This is an optimization exercise on Yosys and OpenROAD, whose aim is small area, not a production implementation. Only simulation tests tie the RTL to the original design; equivalence was not proved. Power and IR drop assume default switching activity.

File: constraint.sdc
create_clock -name core_clock -period 10.0 [get_ports {clk}]
set_input_delay 2.0000 -clock core_clock [delete_from_list [all_inputs] [get_ports {clk}]]
set_output_delay 2.0000 -clock core_clock [all_outputs]
set_load 0.01 [all_outputs]
File: config.mk
export PLATFORM = sky130hd
export DESIGN_NAME = dds_bridge
export DESIGN_NICKNAME = dds_bridge
export VERILOG_FILES = /design/flow/design.v
export SDC_FILE = /design/flow/constraint.sdc
export NUM_CORES = 4
export LEC_CHECK = 0
export CAP_MARGIN = 20
export CORE_MARGIN = 2
export CORE_UTILIZATION = 40
export SLEW_MARGIN = 20
File: run.sh
#!/bin/bash
# synth_recipe.tcl (not shown) runs the flow's synth.tcl, then flattens the netlist and writes it again
# the make line also repeats each setting of config.mk as NAME=value (left out here)
make -C /OpenROAD-flow-scripts/flow DESIGN_CONFIG=/design/flow/config.mk WORK_HOME=/design/flow/orfs CLKGATE_MAP_FILE= SYNTH_SCRIPT=/design/flow/synth_recipe.tcl finish
File: design.v
module dds_parser (
    input  wire         clk,
    input  wire         rst,
    input  wire         byte_valid,     
    input  wire [7:0]   byte_in,
    output reg          resolve,        
    output reg  [3:0]   resolve_op,     
    output reg  [2:0]   slot,
    output reg  [7:0]   addrc0,         
    output reg  [7:0]   addrc1,
    output reg  [3:0]   nlen,
    output reg  [143:0] pay             
);
    localparam OP_TEST = 4'd1, OP_IDN = 4'd2, OP_RESET = 4'd3, OP_PRES = 4'd4,
               OP_WR = 4'd5, OP_RD = 4'd6, OP_SETF = 4'd7, OP_SETA = 4'd8,
               OP_SETP = 4'd9;
    localparam P_IDLE = 4'd0, P_INDEX = 4'd1, P_ADDR = 4'd2, P_DLEN = 4'd3,
               P_DATA = 4'd4, P_FREQ = 4'd5, P_AMP = 4'd6, P_PHASE = 4'd7,
               P_IDN = 4'd8;
    reg [3:0] pstate;
    reg [4:0] pos;
    wire is_hex = (byte_in >= "0" && byte_in <= "9") || (byte_in >= "a" && byte_in <= "f");
    reg [7:0] idn_expect;
    always @(*) begin
        case (pos[2:0])
            3'd1:    idn_expect = "I";
            3'd2:    idn_expect = "D";
            3'd3:    idn_expect = "N";
            default: idn_expect = "?";
        endcase
    end
    always @(*) begin
        resolve    = 1'b0;
        resolve_op = 4'd0;
        if (byte_valid && byte_in != "/") begin
            case (pstate)
                P_IDLE: begin
                    if (byte_in == "X") begin resolve = 1'b1; resolve_op = OP_RESET; end
                    else if (byte_in == "?") begin resolve = 1'b1; resolve_op = OP_PRES; end
                end
                P_IDN:
                    if (byte_in == idn_expect && pos == 5'd4) begin
                        resolve = 1'b1; resolve_op = OP_IDN;
                    end
                P_INDEX:
                    if (pos == 5'd1 && byte_in == "T") begin
                        resolve = 1'b1; resolve_op = OP_TEST;
                    end
                P_ADDR:
                    if (pos == 5'd2 && byte_in != "L") begin
                        resolve = 1'b1; resolve_op = OP_RD;
                    end
                P_DATA:
                    if (is_hex && pos + 5'd1 == {nlen, 1'b0}) begin
                        resolve = 1'b1; resolve_op = OP_WR;
                    end
                P_FREQ:
                    if (is_hex && pos == 5'd7) begin
                        resolve = 1'b1; resolve_op = OP_SETF;
                    end
                P_AMP:
                    if (is_hex && pos == 5'd3) begin
                        resolve = 1'b1; resolve_op = OP_SETA;
                    end
                P_PHASE:
                    if (is_hex && pos == 5'd3) begin
                        resolve = 1'b1; resolve_op = OP_SETP;
                    end
                default: ;
            endcase
        end
    end
    always @(posedge clk) begin
        if (rst) begin
            pstate <= P_IDLE;
            pos    <= 5'd0;
            slot   <= 3'd0;
            addrc0 <= "0";
            addrc1 <= "0";
            nlen   <= 4'd0;
            pay    <= 144'd0;
        end else if (byte_valid) begin
            if (byte_in == "/") begin
                pstate <= P_IDLE;
                pos    <= 5'd0;
            end else begin
                case (pstate)
                    P_IDLE: begin
                        if (byte_in == "I") begin
                            pstate <= P_INDEX;
                            pos    <= 5'd0;
                        end else if (byte_in == "*") begin
                            pstate <= P_IDN;
                            pos    <= 5'd1;
                        end
                    end
                    P_IDN: begin
                        if (byte_in == idn_expect && pos != 5'd4)
                            pos <= pos + 5'd1;
                        else
                            pstate <= P_IDLE;
                    end
                    P_INDEX: begin
                        if (pos == 5'd0) begin
                            if (byte_in >= "1" && byte_in <= "8") begin
                                slot <= byte_in[2:0] - 3'd1;
                                pos  <= 5'd1;
                            end else
                                pstate <= P_IDLE;
                        end else begin
                            pos <= 5'd0;
                            case (byte_in)
                                "R":     pstate <= P_ADDR;
                                "F":     pstate <= P_FREQ;
                                "A":     pstate <= P_AMP;
                                "P":     pstate <= P_PHASE;
                                default: pstate <= P_IDLE;    
                            endcase
                        end
                    end
                    P_ADDR: begin
                        if (pos == 5'd2) begin
                            if (byte_in == "L") begin
                                pstate <= P_DLEN;
                                pos    <= 5'd0;
                            end else
                                pstate <= P_IDLE;         
                        end else if (is_hex) begin
                            if (pos == 5'd0) addrc0 <= byte_in;
                            else             addrc1 <= byte_in;
                            pos <= pos + 5'd1;
                        end else
                            pstate <= P_IDLE;
                    end
                    P_DLEN: begin
                        if (pos == 5'd0) begin
                            if (byte_in >= "1" && byte_in <= "9") begin
                                nlen <= byte_in[3:0];
                                pos  <= 5'd1;
                            end else
                                pstate <= P_IDLE;
                        end else begin
                            if (byte_in == "D") begin
                                pstate <= P_DATA;
                                pos    <= 5'd0;
                            end else
                                pstate <= P_IDLE;
                        end
                    end
                    P_DATA, P_FREQ, P_AMP, P_PHASE: begin
                        if (is_hex) begin
                            pay[8*pos +: 8] <= byte_in;
                            pos <= pos + 5'd1;
                            if (resolve)
                                pstate <= P_IDLE;
                        end else
                            pstate <= P_IDLE;
                    end
                    default: pstate <= P_IDLE;
                endcase
            end
        end
    end
endmodule
module dds_spi_byte #(
    parameter HALF = 2
) (
    input  wire       clk,
    input  wire       rst,
    input  wire       start,
    input  wire [7:0] din,
    output reg  [7:0] dout,
    output reg        done,
    output reg        sclk,
    output wire       mosi,
    input  wire       miso
);
    localparam S_IDLE = 2'd0, S_LOW = 2'd1, S_HIGH = 2'd2;
    reg [1:0] state;
    reg [7:0] sh;
    reg [2:0] bitcnt;
    reg [3:0] cnt;
    assign mosi = sh[7];
    always @(posedge clk) begin
        if (rst) begin
            state  <= S_IDLE;
            sh     <= 8'd0;
            bitcnt <= 3'd0;
            cnt    <= 4'd0;
            dout   <= 8'd0;
            done   <= 1'b0;
            sclk   <= 1'b0;
        end else begin
            done <= 1'b0;
            case (state)
                S_IDLE: begin
                    if (start) begin
                        sh     <= din;
                        bitcnt <= 3'd7;
                        cnt    <= 4'd0;
                        state  <= S_LOW;
                    end
                end
                S_LOW: begin
                    if (cnt == HALF - 1) begin
                        sclk  <= 1'b1;
                        cnt   <= 4'd0;
                        state <= S_HIGH;
                    end else
                        cnt <= cnt + 4'd1;
                end
                S_HIGH: begin
                    if (cnt == 4'd0)
                        dout <= {dout[6:0], miso};
                    if (cnt == HALF - 1) begin
                        sclk <= 1'b0;
                        cnt  <= 4'd0;
                        if (bitcnt == 3'd0) begin
                            done  <= 1'b1;
                            state <= S_IDLE;
                        end else begin
                            sh     <= {sh[6:0], 1'b0};
                            bitcnt <= bitcnt - 3'd1;
                            state  <= S_LOW;
                        end
                    end else
                        cnt <= cnt + 4'd1;
                end
                default: state <= S_IDLE;
            endcase
        end
    end
endmodule
module dds_xfer #(
    parameter SETTLE = 4
) (
    input  wire        clk,
    input  wire        rst,
    input  wire        start,
    input  wire [1:0]  kind,        
    input  wire [1:0]  slot,
    input  wire [7:0]  addr,
    input  wire [3:0]  len,         
    input  wire [63:0] wdata,       
    output reg         done,        
    output reg  [63:0] rrb,         
    output reg         dds_rst,
    output reg         io_update,
    output reg  [3:0]  cs_n,
    output wire        sclk,
    output wire        mosi,
    input  wire        miso
);
    localparam K_STROBE = 2'd0, K_WRITE = 2'd1, K_READ = 2'd2;
    localparam S_IDLE = 4'd0, S_RSTH = 4'd1, S_RSTL = 4'd2, S_CS = 4'd3,
               S_SHIFT = 4'd4, S_SHWAIT = 4'd5, S_CSD = 4'd6, S_IOH = 4'd7,
               S_IOL = 4'd8, S_SETTLE = 4'd9, S_DONE = 4'd10;
    reg [3:0]  state;
    reg [3:0]  ret;           
    reg [3:0]  cnt;
    reg [3:0]  bidx;          
    reg [1:0]  r_kind;
    reg [1:0]  r_slot;
    reg [7:0]  r_addr;
    reg [3:0]  r_len;
    reg [63:0] r_wdata;
    wire       spi_start = (state == S_SHIFT);
    reg  [7:0] spi_din;
    wire [7:0] spi_dout;
    wire       spi_done;
    always @(*) begin
        if (bidx == 4'd0)
            spi_din = (r_kind == K_READ) ? (r_addr | 8'h80) : r_addr;
        else if (r_kind == K_READ)
            spi_din = 8'h00;
        else
            spi_din = r_wdata[8*(bidx - 4'd1) +: 8];
    end
    dds_spi_byte u_spi (
        .clk  (clk),
        .rst  (rst),
        .start(spi_start),
        .din  (spi_din),
        .dout (spi_dout),
        .done (spi_done),
        .sclk (sclk),
        .mosi (mosi),
        .miso (miso)
    );
    always @(posedge clk) begin
        if (rst) begin
            state     <= S_IDLE;
            ret       <= S_IDLE;
            cnt       <= 4'd0;
            bidx      <= 4'd0;
            r_kind    <= K_STROBE;
            r_slot    <= 2'd0;
            r_addr    <= 8'd0;
            r_len     <= 4'd0;
            r_wdata   <= 64'd0;
            done      <= 1'b0;
            rrb       <= 64'd0;
            dds_rst   <= 1'b0;
            io_update <= 1'b0;
            cs_n      <= 4'hf;
        end else begin
            done <= 1'b0;
            case (state)
                S_IDLE: begin
                    if (start) begin
                        r_kind  <= kind;
                        r_slot  <= slot;
                        r_addr  <= addr;
                        r_len   <= len;
                        r_wdata <= wdata;
                        state   <= (kind == K_READ) ? S_CS : S_RSTH;
                    end
                end
                S_RSTH: begin
                    dds_rst <= 1'b1;
                    ret     <= S_RSTL;
                    cnt     <= 4'd0;
                    state   <= S_SETTLE;
                end
                S_RSTL: begin
                    dds_rst <= 1'b0;
                    ret     <= (r_kind == K_STROBE) ? S_DONE : S_CS;
                    cnt     <= 4'd0;
                    state   <= S_SETTLE;
                end
                S_CS: begin
                    cs_n[r_slot] <= 1'b0;
                    bidx  <= 4'd0;
                    ret   <= S_SHIFT;
                    cnt   <= 4'd0;
                    state <= S_SETTLE;
                end
                S_SHIFT: state <= S_SHWAIT;
                S_SHWAIT: begin
                    if (spi_done) begin
                        if (r_kind == K_READ && bidx != 4'd0)
                            rrb[8*(bidx - 4'd1) +: 8] <= spi_dout;
                        bidx  <= bidx + 4'd1;
                        ret   <= (bidx == r_len) ? S_CSD : S_SHIFT;
                        cnt   <= 4'd0;
                        state <= S_SETTLE;
                    end
                end
                S_CSD: begin
                    cs_n  <= 4'hf;
                    ret   <= (r_kind == K_READ) ? S_DONE : S_IOH;
                    cnt   <= 4'd0;
                    state <= S_SETTLE;
                end
                S_IOH: begin
                    io_update <= 1'b1;
                    ret       <= S_IOL;
                    cnt       <= 4'd0;
                    state     <= S_SETTLE;
                end
                S_IOL: begin
                    io_update <= 1'b0;
                    ret       <= S_DONE;
                    cnt       <= 4'd0;
                    state     <= S_SETTLE;
                end
                S_SETTLE: begin
                    if (cnt == SETTLE - 1)
                        state <= ret;
                    else
                        cnt <= cnt + 4'd1;
                end
                S_DONE: begin
                    done  <= 1'b1;
                    state <= S_IDLE;
                end
                default: state <= S_IDLE;
            endcase
        end
    end
endmodule
module dds_bridge (
    input  wire       clk,
    input  wire       rst,           
    input  wire       rx_valid,
    input  wire [7:0] rx_data,
    output wire       rx_ready,      
    output reg        tx_valid,
    output reg  [7:0] tx_data,
    input  wire       tx_ready,
    output wire       dds_rst,
    output wire       io_update,
    output wire [3:0] cs_n,
    output wire       sclk,
    output wire       mosi,
    input  wire       miso
);
    localparam OP_IDLE = 4'd0, OP_TEST = 4'd1, OP_IDN = 4'd2, OP_RESET = 4'd3,
               OP_PRES = 4'd4, OP_WR = 4'd5, OP_RD = 4'd6, OP_SETF = 4'd7,
               OP_SETA = 4'd8, OP_SETP = 4'd9;
    localparam K_STROBE = 2'd0, K_WRITE = 2'd1, K_READ = 2'd2;
    localparam [7:0]  ADDR_PROBE    = 8'h00;
    localparam [7:0]  ADDR_3WIRE    = 8'h00;
    localparam [7:0]  ADDR_AMPCTL   = 8'h01;
    localparam [7:0]  ADDR_REFDIV   = 8'h02;
    localparam [7:0]  ADDR_TEST     = 8'h08;
    localparam [7:0]  ADDR_PROFILE0 = 8'h0f;
    localparam [63:0] DATA_REFDIV   = 64'h00000000_00c03f1f;    
    localparam [63:0] DATA_3WIRE    = 64'h00000000_02000000;    
    localparam [63:0] DATA_AMPCTL   = 64'h00000000_00000001;    
    localparam M_DONE = 3'd0, M_ERR_SLOT = 3'd1, M_ERR_REG = 3'd2,
               M_ERR_LEN = 3'd3, M_UNIMPL = 3'd4, M_IDN = 3'd5;
    localparam D_RA_ISSUE = 4'd0, D_RA_WAIT = 4'd1, D_IDLE = 4'd2, D_CMD = 4'd3,
               D_WR_WAIT = 4'd4, D_RD_WAIT = 4'd5, D_PR_ISSUE = 4'd6,
               D_PR_WAIT = 4'd7, D_RMW_WAIT = 4'd8, D_RMW_WRITE = 4'd9,
               D_PSTR = 4'd10, D_PHEX = 4'd11, D_PLIST = 4'd12;
    function [3:0] reg_len(input [7:0] a);
        begin
            case (a)
                8'h00, 8'h01, 8'h02, 8'h03, 8'h04: reg_len = 4'd4;
                8'h05:                             reg_len = 4'd2;
                8'h06:                             reg_len = 4'd0;
                8'h07:                             reg_len = 4'd4;
                8'h08:                             reg_len = 4'd2;
                8'h09, 8'h0a:                      reg_len = 4'd4;
                8'h0b, 8'h0c:                      reg_len = 4'd8;
                8'h0d:                             reg_len = 4'd4;
                8'h0e:                             reg_len = 4'd2;
                8'h0f:                             reg_len = 4'd8;
                default:                           reg_len = 4'd0;
            endcase
        end
    endfunction
    function [3:0] hex_val(input [7:0] c);
        begin
            hex_val = (c <= "9") ? c[3:0] : c[3:0] + 4'd9;
        end
    endfunction
    function [7:0] hex_char(input [3:0] n);
        begin
            hex_char = (n < 4'd10) ? ("0" + {4'd0, n}) : ("a" + {4'd0, n} - 8'd10);
        end
    endfunction
    function [8:0] msg_char(input [2:0] m, input [3:0] i);
        reg [111:0] s;
        reg [3:0]   n;
        begin
            case (m)
                M_DONE:     begin s = "Done\n";          n = 4'd5;  end
                M_ERR_SLOT: begin s = "ERR slot\n";      n = 4'd9;  end
                M_ERR_REG:  begin s = "ERR register\n";  n = 4'd13; end
                M_ERR_LEN:  begin s = "ERR length\n";    n = 4'd11; end
                M_UNIMPL:   begin s = "Unimplemented\n"; n = 4'd14; end
                default:    begin s = "CG-DDS-BRIDGE\n"; n = 4'd14; end
            endcase
            msg_char = {i == n - 4'd1, s[8*(n - 4'd1 - i) +: 8]};
        end
    endfunction
    reg  [3:0]   op;                
    wire         p_resolve;
    wire [3:0]   p_resolve_op;
    wire [2:0]   slot;
    wire [7:0]   addrc0, addrc1;
    wire [3:0]   nlen;
    wire [143:0] pay;
    assign rx_ready = (op == OP_IDLE);
    dds_parser u_parser (
        .clk       (clk),
        .rst       (rst),
        .byte_valid(rx_valid && rx_ready),
        .byte_in   (rx_data),
        .resolve   (p_resolve),
        .resolve_op(p_resolve_op),
        .slot      (slot),
        .addrc0    (addrc0),
        .addrc1    (addrc1),
        .nlen      (nlen),
        .pay       (pay)
    );
    wire [7:0] addr = {hex_val(addrc0), hex_val(addrc1)};
    wire [3:0] alen = reg_len(addr);
    function [7:0] pay_byte(input [143:0] p, input integer k);
        begin
            pay_byte = {hex_val(p[16*k +: 8]), hex_val(p[16*k + 8 +: 8])};
        end
    endfunction
    reg         x_start;
    reg  [1:0]  x_kind;
    reg  [1:0]  x_slot;
    reg  [7:0]  x_addr;
    reg  [3:0]  x_len;
    reg  [63:0] buf_r;              
    wire        x_done;
    wire [63:0] rrb;
    dds_xfer u_xfer (
        .clk      (clk),
        .rst      (rst),
        .start    (x_start),
        .kind     (x_kind),
        .slot     (x_slot),
        .addr     (x_addr),
        .len      (x_len),
        .wdata    (buf_r),
        .done     (x_done),
        .rrb      (rrb),
        .dds_rst  (dds_rst),
        .io_update(io_update),
        .cs_n     (cs_n),
        .sclk     (sclk),
        .mosi     (mosi),
        .miso     (miso)
    );
    reg  [3:0] dstate;
    reg        booting;             
    reg  [1:0] ra_slot;             
    reg  [1:0] ra_step;             
    reg        test_bit;
    reg  [3:0] present;
    reg  [2:0] msg;
    reg  [3:0] idx;                 
    reg  [1:0] ph;                  
    reg  [2:0] ls;                  
    reg  [3:0] plen;                
    wire [8:0] mc = msg_char(msg, idx);
    wire [7:0] rrb_byte = rrb[8*idx[2:0] +: 8];
    always @(*) begin
        tx_valid = 1'b0;
        tx_data  = 8'h00;
        case (dstate)
            D_PSTR: begin
                tx_valid = 1'b1;
                tx_data  = mc[7:0];
            end
            D_PHEX: begin
                tx_valid = 1'b1;
                case (ph)
                    2'd0:    tx_data = hex_char(rrb_byte[7:4]);
                    2'd1:    tx_data = hex_char(rrb_byte[3:0]);
                    default: tx_data = (idx == plen - 4'd1) ? 8'h0a : " ";
                endcase
            end
            D_PLIST: begin
                if (ls == 3'd4) begin
                    tx_valid = 1'b1;
                    tx_data  = 8'h0a;
                end else if (present[ls[1:0]]) begin
                    tx_valid = 1'b1;
                    case (ph)
                        2'd0:    tx_data = "I";
                        2'd1:    tx_data = "1" + {6'd0, ls[1:0]};
                        default: tx_data = " ";
                    endcase
                end
            end
            default: ;
        endcase
    end
    wire tx_fire = tx_valid && tx_ready;
    always @(posedge clk) begin
        if (rst) begin
            op       <= OP_IDLE;
            dstate   <= D_RA_ISSUE;
            booting  <= 1'b1;
            ra_slot  <= 2'd0;
            ra_step  <= 2'd0;
            test_bit <= 1'b0;
            present  <= 4'd0;
            msg      <= M_DONE;
            idx      <= 4'd0;
            ph       <= 2'd0;
            ls       <= 3'd0;
            plen     <= 4'd0;
            x_start  <= 1'b0;
            x_kind   <= K_STROBE;
            x_slot   <= 2'd0;
            x_addr   <= 8'd0;
            x_len    <= 4'd0;
            buf_r    <= 64'd0;
        end else begin
            x_start <= 1'b0;
            if (p_resolve)
                op <= p_resolve_op;
            case (dstate)
                D_RA_ISSUE: begin
                    x_start <= 1'b1;
                    x_slot  <= ra_slot;
                    case (ra_step)
                        2'd0: x_kind <= K_STROBE;
                        2'd1: begin x_kind <= K_WRITE; x_addr <= ADDR_REFDIV; x_len <= 4'd4; buf_r <= DATA_REFDIV; end
                        2'd2: begin x_kind <= K_WRITE; x_addr <= ADDR_3WIRE;  x_len <= 4'd4; buf_r <= DATA_3WIRE;  end
                        default: begin x_kind <= K_WRITE; x_addr <= ADDR_AMPCTL; x_len <= 4'd4; buf_r <= DATA_AMPCTL; end
                    endcase
                    dstate <= D_RA_WAIT;
                end
                D_RA_WAIT: begin
                    if (x_done) begin
                        ra_step <= ra_step + 2'd1;
                        if (ra_step == 2'd3) begin
                            ra_slot <= ra_slot + 2'd1;
                            if (ra_slot == 2'd3) begin
                                if (booting) begin
                                    booting <= 1'b0;
                                    dstate  <= D_IDLE;
                                end else begin
                                    msg    <= M_DONE;
                                    idx    <= 4'd0;
                                    dstate <= D_PSTR;
                                end
                            end else
                                dstate <= D_RA_ISSUE;
                        end else
                            dstate <= D_RA_ISSUE;
                    end
                end
                D_IDLE: begin
                    if (op != OP_IDLE)
                        dstate <= D_CMD;
                end
                D_CMD: begin
                    idx <= 4'd0;
                    ph  <= 2'd0;
                    case (op)
                        OP_TEST: begin
                            if (slot[2]) begin
                                msg <= M_ERR_SLOT; dstate <= D_PSTR;
                            end else begin
                                test_bit <= ~test_bit;
                                x_start  <= 1'b1;
                                x_kind   <= K_WRITE;
                                x_slot   <= slot[1:0];
                                x_addr   <= ADDR_TEST;
                                x_len    <= 4'd2;
                                buf_r    <= {48'd0, 7'd0, ~test_bit, 8'h00};
                                dstate   <= D_WR_WAIT;
                            end
                        end
                        OP_IDN: begin
                            msg <= M_IDN; dstate <= D_PSTR;
                        end
                        OP_RESET: begin
                            ra_slot <= 2'd0;
                            ra_step <= 2'd0;
                            dstate  <= D_RA_ISSUE;
                        end
                        OP_PRES: begin
                            ra_slot <= 2'd0;
                            dstate  <= D_PR_ISSUE;
                        end
                        OP_WR: begin
                            if (slot[2]) begin
                                msg <= M_ERR_SLOT; dstate <= D_PSTR;
                            end else if (alen == 4'd0) begin
                                msg <= M_ERR_REG; dstate <= D_PSTR;
                            end else if (nlen < alen) begin
                                msg <= M_ERR_LEN; dstate <= D_PSTR;
                            end else begin
                                x_start <= 1'b1;
                                x_kind  <= K_WRITE;
                                x_slot  <= slot[1:0];
                                x_addr  <= addr;
                                x_len   <= alen;
                                buf_r   <= {pay_byte(pay, 7), pay_byte(pay, 6), pay_byte(pay, 5), pay_byte(pay, 4),
                                            pay_byte(pay, 3), pay_byte(pay, 2), pay_byte(pay, 1), pay_byte(pay, 0)};
                                dstate  <= D_WR_WAIT;
                            end
                        end
                        OP_RD: begin
                            if (slot[2]) begin
                                msg <= M_ERR_SLOT; dstate <= D_PSTR;
                            end else if (alen == 4'd0) begin
                                msg <= M_ERR_REG; dstate <= D_PSTR;
                            end else begin
                                x_start <= 1'b1;
                                x_kind  <= K_READ;
                                x_slot  <= slot[1:0];
                                x_addr  <= addr;
                                x_len   <= alen;
                                plen    <= alen;
                                dstate  <= D_RD_WAIT;
                            end
                        end
                        OP_SETF, OP_SETA: begin
                            if (slot[2]) begin
                                msg <= M_ERR_SLOT; dstate <= D_PSTR;
                            end else begin
                                x_start <= 1'b1;
                                x_kind  <= K_READ;
                                x_slot  <= slot[1:0];
                                x_addr  <= ADDR_PROFILE0;
                                x_len   <= 4'd8;
                                dstate  <= D_RMW_WAIT;
                            end
                        end
                        OP_SETP: begin
                            msg <= M_UNIMPL; dstate <= D_PSTR;
                        end
                        default: begin
                            msg <= M_DONE; dstate <= D_PSTR;
                        end
                    endcase
                end
                D_WR_WAIT: begin
                    if (x_done) begin
                        msg    <= M_DONE;
                        idx    <= 4'd0;
                        dstate <= D_PSTR;
                    end
                end
                D_RD_WAIT: begin
                    if (x_done) begin
                        idx    <= 4'd0;
                        ph     <= 2'd0;
                        dstate <= D_PHEX;
                    end
                end
                D_PR_ISSUE: begin
                    x_start <= 1'b1;
                    x_kind  <= K_READ;
                    x_slot  <= ra_slot;
                    x_addr  <= ADDR_PROBE;
                    x_len   <= 4'd4;
                    dstate  <= D_PR_WAIT;
                end
                D_PR_WAIT: begin
                    if (x_done) begin
                        present[ra_slot] <= (rrb[23:16] != 8'h00);
                        ra_slot <= ra_slot + 2'd1;
                        if (ra_slot == 2'd3) begin
                            ls     <= 3'd0;
                            ph     <= 2'd0;
                            dstate <= D_PLIST;
                        end else
                            dstate <= D_PR_ISSUE;
                    end
                end
                D_RMW_WAIT: begin
                    if (x_done) begin
                        if (op == OP_SETF)
                            buf_r <= {pay_byte(pay, 3), pay_byte(pay, 2), pay_byte(pay, 1), pay_byte(pay, 0),
                                      rrb[31:0]};
                        else
                            buf_r <= {rrb[63:16], pay_byte(pay, 1), pay_byte(pay, 0)};
                        dstate <= D_RMW_WRITE;
                    end
                end
                D_RMW_WRITE: begin
                    x_start <= 1'b1;
                    x_kind  <= K_WRITE;
                    x_addr  <= ADDR_PROFILE0;
                    x_len   <= 4'd8;
                    dstate  <= D_WR_WAIT;
                end
                D_PSTR: begin
                    if (tx_fire) begin
                        if (mc[8]) begin
                            idx <= 4'd0;
                            if (msg == M_DONE) begin
                                op     <= OP_IDLE;
                                dstate <= D_IDLE;
                            end else
                                msg <= M_DONE;
                        end else
                            idx <= idx + 4'd1;
                    end
                end
                D_PHEX: begin
                    if (tx_fire) begin
                        if (ph == 2'd2) begin
                            ph <= 2'd0;
                            if (idx == plen - 4'd1) begin
                                idx    <= 4'd0;
                                msg    <= M_DONE;
                                dstate <= D_PSTR;
                            end else
                                idx <= idx + 4'd1;
                        end else
                            ph <= ph + 2'd1;
                    end
                end
                D_PLIST: begin
                    if (ls == 3'd4) begin
                        if (tx_fire) begin
                            idx    <= 4'd0;
                            msg    <= M_DONE;
                            dstate <= D_PSTR;
                        end
                    end else if (!present[ls[1:0]]) begin
                        ls <= ls + 3'd1;
                    end else if (tx_fire) begin
                        if (ph == 2'd2) begin
                            ph <= 2'd0;
                            ls <= ls + 3'd1;
                        end else
                            ph <= ph + 2'd1;
                    end
                end
                default: dstate <= D_IDLE;
            endcase
        end
    end
endmodule
==> flow_metrics.py <==
metrics = {
    "outcome": {
        "outcome": "complete, no violations",
    },
    "hold_path": {
        "min_path_type": "register to register",
    },
    "placement": {
        "gp_congestion": 0.9068,
        "dp_cells": 3888,
        "portBuffers": 29,
        "dp_hpwl_microns": 50540,
    },
    "floorplanning": {
        "coreArea_sq_mm": 0.06412,
        "die_x_microns": 258.0,
        "fp-row-count": 93,
        "die-height_microns": 258.0,
        "io_pins": 31,
        "dieArea_sq_mm": 0.06654,
        "start_util": 0.4023,
    },
    "cts": {
        "cts.sinks": 466,
        "tritoncts": "built",
        "cts_buffers": 51,
        "cts-root-buf": "clkbuf_16",
        "cts_hold_buf": 0,
        "cts_resized": 0,
        "cts_buffer_depth": 3,
        "insertion_delay_ns": 0.62,
        "postCtsSetupRepairBufs": 0,
        "clk_pin_slew_worst_paths_ns": 0.06,
        "htreeDepth": 2,
    },
    "setup_path": {
        "crit_type": "register to primary output",
        "required_ns": 8.00,
        "crit_path_frequent_cell": "nor2_1",
        "crit_chain": "nor2b_1 > inv_1 > nor2_1 > inv_1 > fa_1 > nor2_1 > a21oi_1 > nor2_1 > a2111oi_0 > a21oi_1 > o31ai_1 > a221o_1 > clkdlybuf4s50_1",
        "crit_arrival_ns": 5.38,
        "worst-path-max-fanout": 30,
        "cp_slowest_cell": "fa_1",
        "end_kind": "primary output",
        "critPathLaunchType": "register",
        "cpPeakStageDelay_ns": 1.06,
    },
    "drt": {
        "drt-total-wl_microns": 74200,
        "vias": 22450,
        "first_pass_iters": 8,
        "drt_first_iter_violations": 2166,
        "avgViaCountPerCell": 5.644,
        "wl_per_cell_microns": 18.65,
        "ant_nets": 0,
        "route.detailed.drc": 0,
    },
    "finish": {
        "final_common_cell": "nor2_1",
        "final_layout_size_suffix_gt1_frac": 0.06756,
        "final_cell_mix": "nor2_1, dfxtp_1, nand2_1",
        "antennaDiodeCount": 0,
        "syn_to_final_growth_pct": 9.226,
        "nNetsFinal": 3213,
        "fin_cells": 3978,
    },
    "yosys": {
        "synth_warnings": 4,
        "yosys.area.top_type": "dfxtp_1",
        "synth.ff_latch_count": 466,
        "synthesis.area_sq_mm": 0.02580,
        "async_reset_ff_frac": 0,
        "synth_seq_area_share": 0.3616,
        "synth_nets": 3319,
        "synth_flop_cell": "dfxtp_1",
        "synth_area_leaders": "dfxtp_1, nor2_1, nand2_1",
        "synthCells": 3192,
        "syn_avg_cell_area_sq_um": 8.081,
        "synth_edf_count": 0,
        "synth_top_area_share": 0.3616,
        "synth_cell_types": 96,
    },
    "global_routing": {
        "grt_usage": 0.2176,
        "grt_overflow": 0,
        "grt_pass1_vias": 20220,
        "antenna_found_initial": 1,
        "grt_pass1_wl_microns": 117000,
        "grt_max_degree": 109,
    },
    "timing": {
        "fin_setup_tns_ns": 0,
        "fin_crit_ns": 7.377,
        "tightest_slew_ns": 1.237,
        "relSlewSlack": 0.1647,
        "rsz0062_at_grt": "false",
        "final_hold_viol_count": 0,
        "fin_skew_ns": 0.03010,
        "min_period_over_period": 0.7377,
        "final-setup-viol-count": 0,
        "fmax_mhz": 135.6,
        "final-max-slew-violation-count": 0,
    },
    "pwr": {
        "leakagePower_nw": 9.780,
        "ir_worst_vdd_mv": 0.1046,
        "power_per_cell_area_mw_per_mm2": 150.7,
    },
    "run": {
        "drv_cap": 0,
    },
}
-- metrics by stage --
step / utilization / hold slack [ns] / total power, mW / instance area, sq um / setup slack, ns
final: 0.4395 / 0.4396 / 4.245 / 28180 / 2.623
after global routing: 0.4395 / 0.4538 / 4.414 / 28180 / 2.160
after CTS: 0.4394 / 0.4309 / 4.277 / 28170 / 2.653
after detailed placement: 0.4140 / 0.4274 / 2.421 / 26540 / 3.324
after global placement: 0.4140 / 0.4289 / 2.420 / 26540 / 3.336
after floorplan: - / 0.4073 / 2.322 / 25800 / 4.752
-- kinds of logic (layout without fill, tap and decap cells) --
kind of cell / after synthesis / count (layout) / synth area share
flops: 466 / 466 / 0.3616
simple gates: 1255 / 1255 / 0.2223
buf+inv: 327 / 258 / 0.05083
xor+xnor: 81 / 81 / 0.02803
compound gates: 760 / 760 / 0.1919
mux: 184 / 184 / 0.08799
fa+ha+maj: 118 / 118 / 0.05714
other cells: 1 / 1 / 0.0001454
-- area by class of cell --
type | instances | area (sq um)
Fill cell | 6488 | 35940
Clock inverter | 17 | 170.2
Tap cell | 855 | 1070
Multi-Input combinational cell | 2399 | 15170
Clock buffer | 73 | 1459
Sequential cell | 466 | 9329
Inverter | 97 | 364.1
Timing Repair Buffer | 71 | 610.6
-- critical path, delay by kind of cell (launching register included) --
| family | cells | cell delay, ns |
|---|---|---|
| AOI/OAI and AO/OA | 5 | 1.33 |
| adders and majority gates | 1 | 1.06 |
| buffers and inverters | 3 | 0.70 |
| DFF | 1 | 0.96 |
| and+or+nand+nor | 4 | 0.72 |
-- power by group --
part           leakage [nW]  internal, mW  switching [mW]
clock                 0.799          1.05           0.814
sequential             3.77          1.92          0.0539
combinational          5.22         0.137           0.276
-- synth_stat cells (17+ instances only) --
| master | instances |
|---|---|
| nor2_1 | 504 |
| dfxtp_1 | 466 |
| nand2_1 | 379 |
| a21oi_1 | 270 |
| clkbuf_1 | 183 |
| mux2i_1 | 142 |
| o21ai_0 | 118 |
| ha_1 | 113 |
| inv_1 | 93 |
| a211oi_1 | 74 |
| a22oi_1 | 65 |
| nor3_1 | 56 |
| xnor2_1 | 55 |
| nand3_1 | 50 |
| nand2b_1 | 41 |
| mux4_2 | 33 |
| a31oi_1 | 27 |
| buf_1 | 27 |
| nor2b_1 | 27 |
| a32oi_1 | 26 |
| nand4_1 | 26 |
| and3_1 | 25 |
| nor3b_1 | 25 |
| xor2_1 | 25 |
| and2_1 | 20 |
| a221oi_1 | 19 |
| o2111ai_1 | 19 |
| o22ai_1 | 17 |
-- registers in the layout, indices dropped and copies added (netlist names), 8 cells and up --
register / flops
u_xfer.r_wdata: 64
u_xfer.u_spi.dout: 8
u_xfer.r_addr: 8
u_xfer.u_spi.sh: 8
u_parser.addrc0: 8
u_xfer.rrb: 64
u_parser.pay: 128
x_addr: 8
buf_r: 64
u_parser.addrc1: 8
-- routing by layer --
layer,share of wire,wire length [microns],up-vias,global-route usage
li1,-,-,11090,-
met1,0.48,35670,10640,0.3178
met2,0.43,31840,614,0.3251
met3,0.062,4609,112,0.03622
met4,0.028,2065,2,0.06888
met5,0.00018,13,-,0
-- path summary, 6_finish.rpt --
kind                       from  depth (start not counted)            endpoint  slack, ns
max                      msg[0]                         13          tx_data[1]       2.62
min                   buf_r[43]                          2  u_xfer.r_wdata[43]       0.44
max reg2reg  u_parser.addrc1[0]                         20           buf_r[45]       4.33
min reg2reg           buf_r[43]                          2  u_xfer.r_wdata[43]       0.44

re-timing with driven ports:
How much do the figures lean on ideal ports? The routed layout below was timed once more, with nothing changed but the port constraints. Step 1, drivers: a clkbuf_16 drives clk and a buf_2 each remaining input, both assumed. Step 2 also shifts input and output timing later by t, the mid clock arrival at the registers, as if the neighbouring blocks saw the same clock. Slacks: ideal / step 1 / step 2; pairs: ideal / step 1.
t, ns: 0.665
setup slack, ns: 2.623 / 2.561 / 3.225
worst setup path after step 2: register to output
worst data-port slew with drivers (ns): 0.05
After both steps this run still meets setup and hold. For this run, drivers alone change the setup slack by -0.062 ns; drivers and shift together by +0.602 ns.
